Source: an optimization exercise on an open RTL-to-GDS flow (aim: a short achievable clock period). Production flows keep margins and buffers that such runs may drop. In this exercise RTL edits were held to simulation tests only and were not proved equivalent to the original. Power figures rest on the tool's default switching activity, not on a simulated workload.

===== flow/run.sh =====
#!/bin/bash
# synth_recipe.tcl (not shown) runs the flow's synth.tcl, then flattens the netlist and writes it again
# the make line also repeats each setting of config.mk as NAME=value (left out here)
make -C /OpenROAD-flow-scripts/flow DESIGN_CONFIG=/design/flow/config.mk WORK_HOME=/design/flow/orfs CLKGATE_MAP_FILE= SYNTH_SCRIPT=/design/flow/synth_recipe.tcl finish

===== flow/config.mk =====
export PLATFORM = sky130hd
export DESIGN_NAME = crcfr
export DESIGN_NICKNAME = crcfr
export VERILOG_FILES = /design/flow/design.v
export SDC_FILE = /design/flow/constraint.sdc
export NUM_CORES = 4
export LEC_CHECK = 0
export CAP_MARGIN = 20
export CORE_MARGIN = 2
export CORE_UTILIZATION = 40
export SLEW_MARGIN = 20

===== flow/constraint.sdc =====
create_clock -name core_clock -period 10.0 [get_ports {clk}]
set_input_delay 2.0000 -clock core_clock [delete_from_list [all_inputs] [get_ports {clk}]]
set_output_delay 2.0000 -clock core_clock [all_outputs]
set_load 0.01 [all_outputs]

===== flow/design.v =====
module crcfr (
    input  wire        clk,
    input  wire        rst_n,     
    input  wire        sel,       
    input  wire        we,        
    input  wire [1:0]  size,      
    input  wire [5:0]  addr,      
    input  wire [31:0] wdata,
    output reg  [31:0] rdata,
    output wire        buserr,
    output wire        irq
);
    localparam [3:0] ST_IDLE = 4'd0, ST_RAW = 4'd1, ST_ENC = 4'd2, ST_DEC = 4'd3,
                     ST_SIGGEN = 4'd4, ST_SIGCHK = 4'd5, ST_ERROR = 4'd15;
    localparam [2:0] PH_NONE = 3'd0, PH_LEN = 3'd1, PH_TAG = 3'd2, PH_PAYLOAD = 3'd3,
                     PH_CRC = 3'd4, PH_SIG = 3'd5, PH_END = 3'd6;
    localparam [3:0] E_MALFORMED_TAG = 4'd1, E_TRUNCATED = 4'd2, E_CHECKSUM = 4'd3,
                     E_SIGNATURE = 4'd4, E_ILLEGAL_CMD = 4'd5, E_NOT_ALLOWED = 4'd6,
                     E_UNEXPECTED = 4'd7, E_OVERRUN = 4'd8, E_CONFIG = 4'd9;
    localparam [1:0] SRC_CMD = 2'd0, SRC_DIN = 2'd1, SRC_CONFIG = 2'd2;
    localparam [3:0] R_ID = 4'd0, R_CMD = 4'd1, R_STATUS = 4'd2, R_ERRINFO = 4'd3,
                     R_CRC_STATE = 4'd4, R_CRC_RESULT = 4'd5, R_LEN = 4'd6, R_TAG = 4'd7,
                     R_AVAIL = 4'd8, R_PCOUNT = 4'd9, R_STORED = 4'd10, R_TAGFLAGS = 4'd11,
                     R_DIN = 4'd12, R_DOUT = 4'd13, R_INTEN = 4'd14, R_INTSTAT = 4'd15;
    localparam [31:0] ID_VALUE = 32'h43524331;
    function [31:0] crc_byte;
        input [31:0] c;
        input [7:0]  b;
        integer k;
        reg [31:0] v;
        begin
            v = c ^ {24'd0, b};
            for (k = 0; k < 8; k = k + 1)
                v = v[0] ? ((v >> 1) ^ 32'hEDB88320) : (v >> 1);
            crc_byte = v;
        end
    endfunction
    function is_letter;
        input [7:0] b;
        begin
            is_letter = (b >= 8'h41 && b <= 8'h5A) || (b >= 8'h61 && b <= 8'h7A);
        end
    endfunction
    function all_letters;
        input [31:0] t;
        begin
            all_letters = is_letter(t[31:24]) && is_letter(t[23:16]) &&
                          is_letter(t[15:8])  && is_letter(t[7:0]);
        end
    endfunction
    function [7:0] be_byte;
        input [31:0] v;
        input [1:0]  i;
        begin
            case (i)
                2'd0: be_byte = v[31:24];
                2'd1: be_byte = v[23:16];
                2'd2: be_byte = v[15:8];
                default: be_byte = v[7:0];
            endcase
        end
    endfunction
    function [7:0] sig_byte;
        input [2:0] i;
        begin
            case (i)
                3'd0: sig_byte = 8'h89;
                3'd1: sig_byte = 8'h50;
                3'd2: sig_byte = 8'h4E;
                3'd3: sig_byte = 8'h47;
                3'd4: sig_byte = 8'h0D;
                3'd5: sig_byte = 8'h0A;
                3'd6: sig_byte = 8'h1A;
                default: sig_byte = 8'h0A;
            endcase
        end
    endfunction
    reg [3:0]  state;
    reg [2:0]  phase;
    reg [2:0]  idx;
    reg [3:0]  err;
    reg        done;
    reg        outv;
    reg [7:0]  outbuf;
    reg        pass;
    reg [3:0]  ei_state;
    reg [2:0]  ei_phase;
    reg [2:0]  ei_idx;
    reg [1:0]  ei_src;
    reg [31:0] crc;
    reg [31:0] len;
    reg [31:0] tag;
    reg [31:0] avail;
    reg [31:0] pcount;
    reg [31:0] stored;
    reg [1:0]  inten;
    reg [1:0]  intstat;
    reg [3:0]  n_state;
    reg [2:0]  n_phase;
    reg [2:0]  n_idx;
    reg [3:0]  n_err;
    reg        n_done;
    reg        n_outv;
    reg [7:0]  n_outbuf;
    reg        n_pass;
    reg [3:0]  n_ei_state;
    reg [2:0]  n_ei_phase;
    reg [2:0]  n_ei_idx;
    reg [1:0]  n_ei_src;
    reg [31:0] n_crc;
    reg [31:0] n_len;
    reg [31:0] n_tag;
    reg [31:0] n_avail;
    reg [31:0] n_pcount;
    reg [31:0] n_stored;
    reg [1:0]  n_inten;
    reg [1:0]  n_intstat;
    wire legal_acc = (size == 2'd2) && (addr[1:0] == 2'b00);
    wire [3:0] reg_sel = addr[5:2];
    assign buserr = sel && !legal_acc;
    wire do_write = sel && legal_acc && we;
    wire do_read  = sel && legal_acc && !we;
    wire [7:0] din = wdata[7:0];
    wire [3:0] cmd_op     = wdata[3:0];
    wire       cmd_nopass = wdata[8];
    wire       cmd_legal  = (wdata[31:9] == 23'd0) && (wdata[7:4] == 4'd0) &&
                            (cmd_op <= 4'd8) && (!cmd_nopass || cmd_op == 4'd6);
    wire [3:0] letter = {is_letter(tag[7:0]), is_letter(tag[15:8]),
                         is_letter(tag[23:16]), is_letter(tag[31:24])};
    wire all_let        = &letter;
    wire critical       = ~tag[29];
    wire public_f       = ~tag[21];
    wire reserved_valid = ~tag[13];
    wire safe_to_copy   = tag[5];
    wire [31:0] tagflags = {22'd0, all_let & reserved_valid, safe_to_copy, reserved_valid,
                            public_f, critical, all_let, letter};
    assign irq = |(intstat & inten);
    wire [31:0] status = {12'd0, irq, pass, outv, done, err, 1'b0, idx, 1'b0, phase, state};
    wire [31:0] errinfo = {18'd0, ei_src, 1'b0, ei_idx, 1'b0, ei_phase, ei_state};
    always @(*) begin
        case (reg_sel)
            R_ID:         rdata = ID_VALUE;
            R_STATUS:     rdata = status;
            R_ERRINFO:    rdata = errinfo;
            R_CRC_STATE:  rdata = crc;
            R_CRC_RESULT: rdata = crc ^ 32'hFFFFFFFF;
            R_LEN:        rdata = len;
            R_TAG:        rdata = tag;
            R_AVAIL:      rdata = avail;
            R_PCOUNT:     rdata = pcount;
            R_STORED:     rdata = stored;
            R_TAGFLAGS:   rdata = tagflags;
            R_DOUT:       rdata = {23'd0, outv, outbuf};
            R_INTEN:      rdata = {30'd0, inten};
            R_INTSTAT:    rdata = {30'd0, intstat};
            default:      rdata = 32'd0;    
        endcase
    end
    reg        raise;       
    reg [3:0]  raise_code;
    reg [1:0]  raise_src;
    reg        do_refill;   
    reg        soft_reset;
    reg [7:0]  rb;          
    always @(*) begin
        n_state    = state;
        n_phase    = phase;
        n_idx      = idx;
        n_err      = err;
        n_done     = done;
        n_outv     = outv;
        n_outbuf   = outbuf;
        n_pass     = pass;
        n_ei_state = ei_state;
        n_ei_phase = ei_phase;
        n_ei_idx   = ei_idx;
        n_ei_src   = ei_src;
        n_crc      = crc;
        n_len      = len;
        n_tag      = tag;
        n_avail    = avail;
        n_pcount   = pcount;
        n_stored   = stored;
        n_inten    = inten;
        n_intstat  = intstat;
        raise      = 1'b0;
        raise_code = 4'd0;
        raise_src  = SRC_CMD;
        do_refill  = 1'b0;
        soft_reset = 1'b0;
        rb         = 8'd0;
        if (do_write) begin
            case (reg_sel)
                R_CMD: begin
                    if (state == ST_ERROR) begin
                        if (cmd_legal && cmd_op == 4'd1) begin
                            soft_reset = 1'b1;
                        end else if (cmd_legal && cmd_op == 4'd2) begin
                            n_state = ST_IDLE; n_phase = PH_NONE; n_idx = 3'd0;
                            n_err = 4'd0;
                            n_ei_state = 4'd0; n_ei_phase = 3'd0; n_ei_idx = 3'd0; n_ei_src = 2'd0;
                            n_done = 1'b0; n_outv = 1'b0; n_outbuf = 8'd0;
                        end
                    end else if (!cmd_legal) begin
                        raise = 1'b1; raise_code = E_ILLEGAL_CMD; raise_src = SRC_CMD;
                    end else begin
                        case (cmd_op)
                            4'd0: ;  
                            4'd1: soft_reset = 1'b1;
                            4'd2: begin  
                                n_state = ST_IDLE; n_phase = PH_NONE; n_idx = 3'd0;
                                n_err = 4'd0;
                                n_ei_state = 4'd0; n_ei_phase = 3'd0; n_ei_idx = 3'd0; n_ei_src = 2'd0;
                                n_done = 1'b0; n_outv = 1'b0; n_outbuf = 8'd0;
                            end
                            4'd3, 4'd4: begin  
                                if (state != ST_IDLE && state != ST_RAW) begin
                                    raise = 1'b1; raise_code = E_NOT_ALLOWED; raise_src = SRC_CMD;
                                end else begin
                                    n_outv = 1'b0; n_outbuf = 8'd0; n_done = 1'b0; n_pass = 1'b0;
                                    n_state = ST_RAW; n_phase = PH_NONE; n_idx = 3'd0;
                                    if (cmd_op == 4'd3) begin
                                        n_crc = 32'hFFFFFFFF;
                                        n_pcount = 32'd0;
                                    end
                                end
                            end
                            4'd5: begin  
                                if (state != ST_IDLE) begin
                                    raise = 1'b1; raise_code = E_NOT_ALLOWED; raise_src = SRC_CMD;
                                end else begin
                                    n_outv = 1'b0; n_outbuf = 8'd0; n_done = 1'b0; n_pass = 1'b0;
                                    n_state = ST_ENC; n_phase = PH_LEN; n_idx = 3'd0;
                                    n_pcount = 32'd0;
                                    n_crc = 32'hFFFFFFFF;
                                    if (!all_letters(tag)) begin
                                        raise = 1'b1; raise_code = E_MALFORMED_TAG; raise_src = SRC_CMD;
                                    end else begin
                                        do_refill = 1'b1;
                                    end
                                end
                            end
                            4'd6: begin  
                                if (state != ST_IDLE) begin
                                    raise = 1'b1; raise_code = E_NOT_ALLOWED; raise_src = SRC_CMD;
                                end else begin
                                    n_outv = 1'b0; n_outbuf = 8'd0; n_done = 1'b0;
                                    n_state = ST_DEC; n_phase = PH_LEN; n_idx = 3'd0;
                                    n_pass = !cmd_nopass;
                                    n_len = 32'd0;
                                    n_tag = 32'd0;
                                    n_stored = 32'd0;
                                    n_pcount = 32'd0;
                                    n_crc = 32'hFFFFFFFF;
                                    if (avail < 32'd12) begin
                                        raise = 1'b1; raise_code = E_TRUNCATED; raise_src = SRC_CMD;
                                    end
                                end
                            end
                            4'd7: begin  
                                if (state != ST_IDLE) begin
                                    raise = 1'b1; raise_code = E_NOT_ALLOWED; raise_src = SRC_CMD;
                                end else begin
                                    n_outv = 1'b0; n_outbuf = 8'd0; n_done = 1'b0; n_pass = 1'b0;
                                    n_state = ST_SIGGEN; n_phase = PH_SIG; n_idx = 3'd0;
                                    do_refill = 1'b1;
                                end
                            end
                            default: begin  
                                if (state != ST_IDLE) begin
                                    raise = 1'b1; raise_code = E_NOT_ALLOWED; raise_src = SRC_CMD;
                                end else begin
                                    n_outv = 1'b0; n_outbuf = 8'd0; n_done = 1'b0; n_pass = 1'b0;
                                    n_state = ST_SIGCHK; n_phase = PH_SIG; n_idx = 3'd0;
                                    if (avail < 32'd8) begin
                                        raise = 1'b1; raise_code = E_SIGNATURE; raise_src = SRC_CMD;
                                    end
                                end
                            end
                        endcase
                    end
                end
                R_CRC_STATE, R_LEN, R_TAG, R_AVAIL: begin
                    if (state == ST_ERROR) begin
                    end else if (state != ST_IDLE) begin
                        raise = 1'b1; raise_code = E_CONFIG; raise_src = SRC_CONFIG;
                    end else begin
                        case (reg_sel)
                            R_CRC_STATE: n_crc   = wdata;
                            R_LEN:       n_len   = wdata;
                            R_TAG:       n_tag   = wdata;
                            default:     n_avail = wdata;
                        endcase
                    end
                end
                R_DIN: begin
                    case (state)
                        ST_ERROR: ;  
                        ST_RAW: begin
                            n_crc    = crc_byte(crc, din);
                            n_pcount = pcount + 32'd1;
                        end
                        ST_ENC: begin
                            if (phase != PH_PAYLOAD) begin
                                raise = 1'b1; raise_code = E_UNEXPECTED; raise_src = SRC_DIN;
                            end else if (outv) begin
                                raise = 1'b1; raise_code = E_OVERRUN; raise_src = SRC_DIN;
                            end else begin
                                n_crc    = crc_byte(crc, din);
                                n_pcount = pcount + 32'd1;
                                n_outbuf = din;
                                n_outv   = 1'b1;
                                if (pcount + 32'd1 == len) begin
                                    n_phase = PH_CRC; n_idx = 3'd0;
                                end
                            end
                        end
                        ST_DEC: begin
                            case (phase)
                                PH_LEN: begin
                                    n_len   = {len[23:0], din};
                                    n_avail = avail - 32'd1;
                                    if (idx == 3'd3) begin
                                        if ({1'b0, n_len} + 33'd8 > {1'b0, n_avail}) begin
                                            raise = 1'b1; raise_code = E_TRUNCATED; raise_src = SRC_DIN;
                                        end else begin
                                            n_phase = PH_TAG; n_idx = 3'd0;
                                        end
                                    end else begin
                                        n_idx = idx + 3'd1;
                                    end
                                end
                                PH_TAG: begin
                                    n_tag   = {tag[23:0], din};
                                    n_crc   = crc_byte(crc, din);
                                    n_avail = avail - 32'd1;
                                    if (idx == 3'd3) begin
                                        if (!all_letters(n_tag)) begin
                                            raise = 1'b1; raise_code = E_MALFORMED_TAG; raise_src = SRC_DIN;
                                        end else begin
                                            n_phase = (len != 32'd0) ? PH_PAYLOAD : PH_CRC;
                                            n_idx = 3'd0;
                                        end
                                    end else begin
                                        n_idx = idx + 3'd1;
                                    end
                                end
                                PH_PAYLOAD: begin
                                    if (pass && outv) begin
                                        raise = 1'b1; raise_code = E_OVERRUN; raise_src = SRC_DIN;
                                    end else begin
                                        n_crc    = crc_byte(crc, din);
                                        n_avail  = avail - 32'd1;
                                        n_pcount = pcount + 32'd1;
                                        if (pass) begin
                                            n_outbuf = din;
                                            n_outv   = 1'b1;
                                        end
                                        if (pcount + 32'd1 == len) begin
                                            n_phase = PH_CRC; n_idx = 3'd0;
                                        end
                                    end
                                end
                                default: begin  
                                    n_stored = {stored[23:0], din};
                                    n_avail  = avail - 32'd1;
                                    if (idx == 3'd3) begin
                                        if (n_stored != (crc ^ 32'hFFFFFFFF)) begin
                                            raise = 1'b1; raise_code = E_CHECKSUM; raise_src = SRC_DIN;
                                        end else begin
                                            n_state = ST_IDLE; n_phase = PH_NONE; n_idx = 3'd0;
                                            n_done = 1'b1;
                                            n_intstat = n_intstat | 2'b01;
                                        end
                                    end else begin
                                        n_idx = idx + 3'd1;
                                    end
                                end
                            endcase
                        end
                        ST_SIGCHK: begin
                            n_avail = avail - 32'd1;
                            if (din != sig_byte(idx)) begin
                                raise = 1'b1; raise_code = E_SIGNATURE; raise_src = SRC_DIN;
                            end else if (idx == 3'd7) begin
                                n_state = ST_IDLE; n_phase = PH_NONE; n_idx = 3'd0;
                                n_done = 1'b1;
                                n_intstat = n_intstat | 2'b01;
                            end else begin
                                n_idx = idx + 3'd1;
                            end
                        end
                        default: begin  
                            raise = 1'b1; raise_code = E_UNEXPECTED; raise_src = SRC_DIN;
                        end
                    endcase
                end
                R_INTEN:   n_inten   = wdata[1:0];
                R_INTSTAT: n_intstat = intstat & ~wdata[1:0];
                default: ;  
            endcase
        end else if (do_read && reg_sel == R_DOUT && outv) begin
            n_outv   = 1'b0;
            n_outbuf = 8'd0;
            if ((state == ST_ENC || state == ST_SIGGEN) && phase == PH_END) begin
                n_state = ST_IDLE; n_phase = PH_NONE; n_idx = 3'd0;
                n_done = 1'b1;
                n_intstat = n_intstat | 2'b01;
            end else begin
                do_refill = 1'b1;
            end
        end
        if (do_refill && !n_outv) begin
            if (n_state == ST_ENC) begin
                case (n_phase)
                    PH_LEN: begin
                        n_outbuf = be_byte(n_len, n_idx[1:0]);
                        n_outv   = 1'b1;
                        if (n_idx == 3'd3) begin
                            n_phase = PH_TAG; n_idx = 3'd0;
                        end else begin
                            n_idx = n_idx + 3'd1;
                        end
                    end
                    PH_TAG: begin
                        rb       = be_byte(n_tag, n_idx[1:0]);
                        n_outbuf = rb;
                        n_outv   = 1'b1;
                        n_crc    = crc_byte(n_crc, rb);
                        if (n_idx == 3'd3) begin
                            n_phase = (n_len != 32'd0) ? PH_PAYLOAD : PH_CRC;
                            n_idx = 3'd0;
                        end else begin
                            n_idx = n_idx + 3'd1;
                        end
                    end
                    PH_CRC: begin
                        n_outbuf = be_byte(n_crc ^ 32'hFFFFFFFF, n_idx[1:0]);
                        n_outv   = 1'b1;
                        if (n_idx == 3'd3) begin
                            n_phase = PH_END; n_idx = 3'd0;
                        end else begin
                            n_idx = n_idx + 3'd1;
                        end
                    end
                    default: ;
                endcase
            end else if (n_state == ST_SIGGEN && n_phase == PH_SIG) begin
                n_outbuf = sig_byte(n_idx);
                n_outv   = 1'b1;
                if (n_idx == 3'd7) begin
                    n_phase = PH_END; n_idx = 3'd0;
                end else begin
                    n_idx = n_idx + 3'd1;
                end
            end
        end
        if (raise) begin
            n_ei_state = n_state;
            n_ei_phase = n_phase;
            n_ei_idx   = n_idx;
            n_ei_src   = raise_src;
            n_err      = raise_code;
            n_state    = ST_ERROR;
            n_phase    = PH_NONE;
            n_idx      = 3'd0;
            n_outv     = 1'b0;
            n_outbuf   = 8'd0;
            n_done     = 1'b0;
            n_intstat  = n_intstat | 2'b10;
        end
    end
    always @(posedge clk) begin
        if (!rst_n || soft_reset) begin
            state    <= ST_IDLE;
            phase    <= PH_NONE;
            idx      <= 3'd0;
            err      <= 4'd0;
            done     <= 1'b0;
            outv     <= 1'b0;
            outbuf   <= 8'd0;
            pass     <= 1'b0;
            ei_state <= 4'd0;
            ei_phase <= 3'd0;
            ei_idx   <= 3'd0;
            ei_src   <= 2'd0;
            crc      <= 32'hFFFFFFFF;
            len      <= 32'd0;
            tag      <= 32'd0;
            avail    <= 32'd0;
            pcount   <= 32'd0;
            stored   <= 32'd0;
            inten    <= 2'd0;
            intstat  <= 2'd0;
        end else begin
            state    <= n_state;
            phase    <= n_phase;
            idx      <= n_idx;
            err      <= n_err;
            done     <= n_done;
            outv     <= n_outv;
            outbuf   <= n_outbuf;
            pass     <= n_pass;
            ei_state <= n_ei_state;
            ei_phase <= n_ei_phase;
            ei_idx   <= n_ei_idx;
            ei_src   <= n_ei_src;
            crc      <= n_crc;
            len      <= n_len;
            tag      <= n_tag;
            avail    <= n_avail;
            pcount   <= n_pcount;
            stored   <= n_stored;
            inten    <= n_inten;
            intstat  <= n_intstat;
        end
    end
endmodule

==> run summary <==
final cells by class:
class | instances | area share (%)
Inverter | 47 | 0.710
Multi-Input combinational cell | 2497 | 65.7
Antenna cell | 6 | 0.0604
Clock buffer | 42 | 3.49
Clock inverter | 15 | 0.941
Sequential cell | 233 | 18.8
Tap cell | 704 | 3.54
Timing Repair Buffer | 199 | 6.79
cells by family (layout without fill, tap and decap cells):
family | count (synthesis) | count (layout) | share of synthesized area, %
AOI/OAI and AO/OA | 974 | 974 | 29.5
muxes | 35 | 35 | 1.58
buffers and inverters | 334 | 303 | 5.93
and+or+nand+nor | 1166 | 1166 | 26.8
DFF | 233 | 233 | 21.1
adders and majority gates | 52 | 52 | 2.93
other | 0 | 6 | 0
xor gates and xnor gates | 270 | 270 | 12.2
flip-flops by register name, summed over array words and instances (netlist names), 4 cells and up:
register  flops
avail        32
crc          32
ei_state      4
err           4
len          32
outbuf        8
pcount       32
state         4
stored       32
tag          32
metal layers:
layer  global-route usage (%)  routed length (um)  up-vias
li1                         -                   -    11300
met1                     56.8               49400    12800
met2                     62.5               51500     2324
met3                     13.4               17900      585
met4                     29.4               10900        4
met5                        0                  28        -
power by group:
part	switching, mW	total (mW)	internal (mW)
logic	0.246	0.375	0.129
registers	0.00681	0.937	0.930
clock network	0.515	1.25	0.737
total	0.768	2.56	1.80
cells in the mapped netlist, drive strengths merged, types with 25 or more instances:
cell type  instances  area, um^2
xor2              81         792
mux2i             35         350
and3              46         288
nand2            267        1000
a22o              33         289
nor2             324        1230
o211ai            45         338
ha                51         638
a211oi            31         233
dfxtp            233        4660
a31oi             50         313
buf               65         302
xnor2            174        1570
nor4              43         315
or3               25         156
and2              34         215
a21oi            268        1350
nor3              88         503
inv               45         169
o21ai            154         778
a22oi            116         871
o22ai             27         169
a221oi            29         254
clkbuf           222         833
nand3            121         611
nand4             63         407
path summary, 6_finish.rpt:
path	from	endpoint	slack (ns)	cells after the start
worst min register to register	stored[24]	stored[24]	0.47	2
worst max register to register	avail[0]	crc[29]	0.63	32
worst max-delay path	avail[0]	crc[29]	0.63	32
worst min-delay path	stored[24]	stored[24]	0.47	2
placed cells by master, fill, tap and decap left out, drive strengths merged, types with 14 or more instances in the layout:
| master | Yosys | final |
|---|---|---|
| mux2i | 35 | 35 |
| a222oi | 22 | 22 |
| a211oi | 31 | 31 |
| clkbuf | 222 | 42 |
| ha | 51 | 51 |
| clkdlybuf4s50 | 0 | 74 |
| nor4 | 43 | 43 |
| inv | 45 | 47 |
| and3 | 46 | 46 |
| xnor2 | 174 | 174 |
| or2 | 17 | 17 |
| a22o | 33 | 33 |
| and2 | 34 | 34 |
| o22ai | 27 | 27 |
| o31ai | 21 | 21 |
| nor3 | 88 | 88 |
| nand3 | 121 | 121 |
| nand2 | 267 | 267 |
| a31oi | 50 | 50 |
| dfxtp | 233 | 233 |
| a22oi | 116 | 116 |
| nor2 | 324 | 324 |
| o211ai | 45 | 45 |
| nor2b | 21 | 21 |
| a221oi | 29 | 29 |
| xor2 | 81 | 81 |
| or3 | 25 | 25 |
| o21a | 14 | 14 |
| o21ai | 154 | 154 |
| nand2b | 20 | 20 |
| nand4 | 63 | 63 |
| a21o | 20 | 20 |
| or4 | 21 | 21 |
| buf | 65 | 125 |
| a21oi | 268 | 268 |
critical path: cells and delay by family, from the launching register on:
kind	cells	cell delay [ns]
and+or+nand+nor	12	2.95
AOI/OAI and AO/OA	8	2.29
buffers and inverters	4	0.73
adders and majority gates	3	0.95
xor gates and xnor gates	5	1.93
DFF	1	0.37
==> impl_metrics.ini <==
[status]
status = complete, no violations

[setup_path]
startpoint_type = flop
critical_path.max_fanout = 15
slowest_delay_ns = 0.69
required_ns = 10.49
cp.arrival_ns = 9.86
cp_slowest_cell = o31ai_1
crit_path_end_kind = flop
path_class = reg2reg

[yosys]
syn_avg_cell_area_um2 = 7.22
yosysSeqAreaShare_pct = 21.1
synthCells = 3064
synth_edf_count = 0
syn_nets = 3159
yosys_warnings = 1
synth_cell_types = 105
synth_seq_cells = 233
synth_ff_type = dfxtp_1
syn_area_um2 = 22100
synthArstFlopShare_pct = 0

[layout]
final_cell_area_um2 = 24900
layout-drive-gt1-share_pct = 8.80
finalNonFillerCells = 3743
nets = 3104
multi_input_area_um2 = 16300
finish.utilization_pct = 45.3
fillCellCount = 5615
seqCellArea_um2 = 4660
syn2layout_area_growth_pct = 12.4

[timing]
worst_pin_slew_ns = 1.25
max_freq_mhz = 107
fin_skew_ns = 0.0327
final.period_utilization_pct = 93.7
setup_viol = 0
hold_violations = 0
max-slew-margin-rel_pct = 16.6
tns_ns = 0
fin_crit_ns = 9.37
timing.final.ws_setup_ns = 0.631
slew_violations = 0
whs_ns = 0.473
grt_setup_unrepaired = false

[floorplanning]
io_pins = 78
core-area_um2 = 54900
initial_core_util_pct = 40.3
die_x_um = 239
fp.dieH_um = 239
num_rows = 86
design.die.area_um2 = 57200

[route]
num_vias = 27000
drt-pass1-iter-count = 14
drc = 0
wl_um = 130000
routedWlPerCell_um = 34.6
detail-route-antenna-nets = 0
via_per_inst = 7.20
drtIter0Drc = 4282

[global_route]
grt_usage_pct = 43.9
grt_pass1_wl_um = 182000
grt_max_degree = 131
grt_overflow = 0
antenna_found_initial = 8
grt_pass1_vias = 24200

[clocking]
cts_num_sinks = 233
cts_resized = 0
htreeDepth = 1
numCtsBuffers = 31
clkTransAtPathRegs_ns = 0.06
cts_tree = built
max-clock-path-buffers = 3
postCtsSetupBuffers = 0
cts-root-buf = clkbuf_16
postCtsHoldBufs = 0
clk-insertion-delay-late_ns = 0.64

[power_and_ir_drop]
leakagePower_nw = 8.87
finalPower_mw = 2.56
power_density_nw_per_um2 = 103
ir_drop_mv = 0.131

[job]
cap_violations = 0

[placed_design]
port_buffers = 77
dpl.cell_count = 3679
place_hpwl_um = 97900
gp_congestion = 1.07
place_ws_ns = 0.307
place_area_um2 = 23700

[hold_path]
hold_class = reg2reg

[what the ideal ports hide]
No port has a modelled driver above. Below, the same layout with a new extraction and two added sets of constraints.
Step 1 assumes that a clkbuf_16 drives the clock port and a buf_2 every other input.
Step 2 moves the port delays by t, midway between the first and last clock arrival at a register: inputs arrive t later, outputs are due t later. That takes back most of the time a late clock gives input paths.
a / b / c = ideal ports / drivers / drivers and shift; a / b = the first two.
t (ns): 0.691
slack for setup (ns): 0.631 / 0.631 / 0.077
worst setup path at the end: input to register
worst data-port slew with drivers (ns): 0.07
After both steps this run still meets setup and hold. The setup slack of this run moves by 0.000 ns with the drivers and by -0.554 ns with both steps.
